What follows belongs to an exercise in optimizing a design on an open flow for small area, a short achievable clock period and few clock cycles; a production flow would make more cautious choices. Function was checked by simulation only, so behaviour that the tests miss may differ from the original. Power and IR drop assume default switching activity.

== run A ==
==> flow/design.v (excerpt) <==
module manchester_decoder #(
    parameter integer W           = 16,
    parameter integer NOISE_FLOOR = 64,
    parameter integer N_SAMPLES   = 260
) (
    input  wire          clk,
    input  wire          rst,
    input  wire          op_valid,
    output wire          op_ready,
    input  wire [W+3:0]  op_word,
    output reg           rsp_valid,
    output wire          rsp_ok,
    output wire [39:0]   rsp_data,
    output wire [1:0]    state,
    output wire          cap_en,
    output wire          trig_both,
    output wire          ctr_clear
);
    localparam [2:0] OP_START    = 3'd1;
    localparam [2:0] OP_EDGE     = 3'd2;
    localparam [2:0] OP_OVF      = 3'd3;
    localparam [2:0] OP_DECODE   = 3'd4;
    localparam [2:0] OP_GETSTATE = 3'd5;
    localparam [2:0] OP_GETFAC   = 3'd6;
    localparam [2:0] OP_GETUID   = 3'd7;
    localparam [1:0] S_INIT        = 2'd0;
    localparam [1:0] S_FIND_PERIOD = 2'd1;
    localparam [1:0] S_CAPTURE     = 2'd2;
    localparam [1:0] S_DONE        = 2'd3;
    localparam [2:0] RK_ZERO  = 3'd0;
    localparam [2:0] RK_STATE = 3'd1;
    localparam [2:0] RK_FAC   = 3'd2;
    localparam [2:0] RK_UID   = 3'd3;
    localparam [2:0] RK_DECOK = 3'd4;
    localparam [2:0] RK_FAIL  = 3'd6;    
    localparam [2:0] RK_NRDY  = 3'd7;    
    localparam [1:0] T_SEARCH = 2'd0;
    localparam [1:0] T_FRAME  = 2'd1;
    localparam [1:0] T_OFF    = 2'd2;
    localparam integer QN = 55;          
    localparam [3:0] R_0  = 4'b0001;     
    localparam [3:0] R_8  = 4'b0101;     
    localparam [3:0] R_10 = 4'b0111;     
    localparam [2:0] C_0  = 3'b001;      
    localparam [2:0] C_4  = 3'b111;      
    wire [2:0]   op       = op_word[W+3:W+1];
    wire         level    = op_word[W];
    wire [W-1:0] interval = op_word[W-1:0];
    reg  [1:0]    state_q;
    reg           cap_en_q;
    reg           trig_both_q;
    reg           ready_q;       
    reg           clr_en;        
    reg           bwait;         
    reg  [8:0]    cnt;           
    reg  [W-1:0]  min_interval;  
    reg  [17:0]   b3;            
    reg  [2:0]    b5h;           
    reg           last;          
    reg           p_en_m0, p_en_p1, p_en_even, p_hq, p_sh;
    reg           p_level, p_tro, p_tre;
    reg  [4:0]    p_s0;          
    reg  [QN-1:0] hq;            
    reg  [1:0]    alive;         
    reg           o_sel;         
  ...
Size in the first run: ~1800 cells after synthesis, roughly 270 flip-flops, ~17000 um^2 of cells after synthesis.
clock: 10.0 ns
lec_check: 0
abc_clock_period_in_ps: 4500
cap_margin: 20
core_margin: 2
core_utilization: 70
cts_buf_list: sky130_fd_sc_hd__clkbuf_8
cts_cluster_diameter: 75
cts_cluster_size: 12
place_density: 0.85
slew_margin: 20
standard.sh (not shown) runs the stock make flow with config.mk's settings and CLKGATE_MAP_FILE= SYNTH_SCRIPT=/design/flow/synth_recipe.tcl, a recipe that flattens the netlist after the stock synthesis.
==> flow/flow/run.sh <==
#!/bin/bash
set -euo pipefail
export BUFFER_PORTS_ARGS="-buffer_cell sky130_fd_sc_hd__buf_2"
export SETUP_SLACK_MARGIN=5.5
export CTS_ARGS="-sink_clustering_enable -repair_clock_nets -dont_use_dummy_load -sink_clustering_size 12 -sink_clustering_max_diameter 75 -buf_list sky130_fd_sc_hd__clkbuf_8"
bash standard.sh > standard_flow.log 2>&1
Testbench counts of run A, summed over its fixed seeds: cycles 16,552.
Changes in run B relative to run A:
Settings: PLACE_DENSITY changed from 0.85 to 0.75; CORE_UTILIZATION changed from 70 to 60.
==> flow/flow/run.sh <==
#!/bin/bash
set -euo pipefail
export BUFFER_PORTS_ARGS="-buffer_cell sky130_fd_sc_hd__buf_2"
export SETUP_SLACK_MARGIN=5.5
bash standard.sh > standard_flow.log 2>&1
### Flow results
Sort run A and run B by clock share of power, descending, and run B comes first. Going from run A to run B, wire length reported by the detailed router went down about 2.4%; clock tree cell share of total cell area rose 0.56 points; total power after layout now larger; cell area after placement increased 0.38%. Between run A and run B, the time the worst path needs with I/O delays and setup is lower for run A. Compared with run A, run B shows power share of the combinational group lower by 0.3 points. Taking run B as 1.0, run A lands at 0.929 on clock buffer count in the final layout. Looking only at final design instance area without fill, and setting everything else aside, the lower value of run A and run B goes to run A. Slack of the critical path in run B is 0.012 ns below run A. Number of tap cells added at floorplan, run B vs run A: up by more than 10%. Every run in the comparison, run A and run B, completed the flow with a clean layout.
The inputs of run C differ from those of run B as listed below.
Settings: a change of SLEW_MARGIN from 20 to 5; a change of PLACE_DENSITY from 0.75 to 0.85; a change of CORE_UTILIZATION from 60 to 70; a change of CAP_MARGIN from 20 to 5.
-- flow/flow/run.sh --
<<< run B, line 4
export SETUP_SLACK_MARGIN=5.5
bash standard.sh > standard_flow.log 2>&1
>>> run C, line 4
export SETUP_SLACK_MARGIN=5.5
export CTS_ARGS="-sink_clustering_enable -repair_clock_nets -dont_use_dummy_load -sink_clustering_size 12 -sink_clustering_max_diameter 75 -buf_list sky130_fd_sc_hd__clkbuf_8"
bash standard.sh > standard_flow.log 2>&1
Notes after the runs:
Compared with run B, run C shows final weighted congestion in routability-driven placement that has gone down slightly. Taking run B as the reference, in run C via count climbed 202, power dropped 2.5%, mux contribution to synthesized area barely changed, sequential share of cell area climbed 0.31 points. Run C ended with every stage complete and zero timing, DRC or antenna violations. On growth of design area from synthesis to finish: run C sits below run B. Compared to run B, the router laid down more metal wire for run C.
Setup changes, run C to run D
Settings: CAP_MARGIN now 20, was 5; SLEW_MARGIN now 20, was 5; CORE_UTILIZATION now 80, was 70; PLACE_DENSITY now 0.92, was 0.85.
- Taking run C as the reference, in run D synthesis-to-layout area growth went down; final cell count lost 2.4%.
- The initial core utilization in run D sits 11 points above the value recorded for run C.
- Run D gives more power consumed by the clock network than run C did.
- Compared with run C, run D shows a final hold slack that is 0.0040 ns higher.
- Against run C as the reference, run D delivers a higher final core utilization.
- Relative to run C, the via count normalized by instance count measured on run D has increased by a little under 10%.
- Relative to run C, total power per unit cell area has gone up in run D.

==> re-timing with driven ports <==
The results above use ideal ports. As a check the final layouts listed here were re-extracted and re-timed, cells and wires unchanged. Step 1 sets driving cells, clkbuf_16 on the clock port and buf_2 on the other inputs (assumed; they add their load-dependent delay and slew). Step 2 times the ports against the registers' clock, not the clock port: input delays grow and output delays shrink by t, the midpoint of the rising clock arrivals with the driver on. a / b / c = ideal ports / drivers / drivers and shift; a / b = the first two.
run | shift t [ns] | setup WS [ns] | hold WS [ns] | worst slew at a driven data input, ns
run A | 0.605 | 5.485 / 5.400 / 5.066 | 0.452 / 0.452 / 0.452 | 0.10
run B | 0.609 | 5.473 / 5.397 / 4.998 | 0.451 / 0.451 / 0.451 | 0.08
run C | 0.604 | 5.485 / 5.400 / 5.067 | 0.452 / 0.452 / 0.452 | 0.10
run D | 0.617 | 5.432 / 5.348 / 4.993 | 0.456 / 0.456 / 0.456 | 0.10
After both steps every run listed still meets setup and hold. For run B, which loses most, drivers alone change the setup slack by -0.076 ns; drivers and shift together by -0.475 ns.
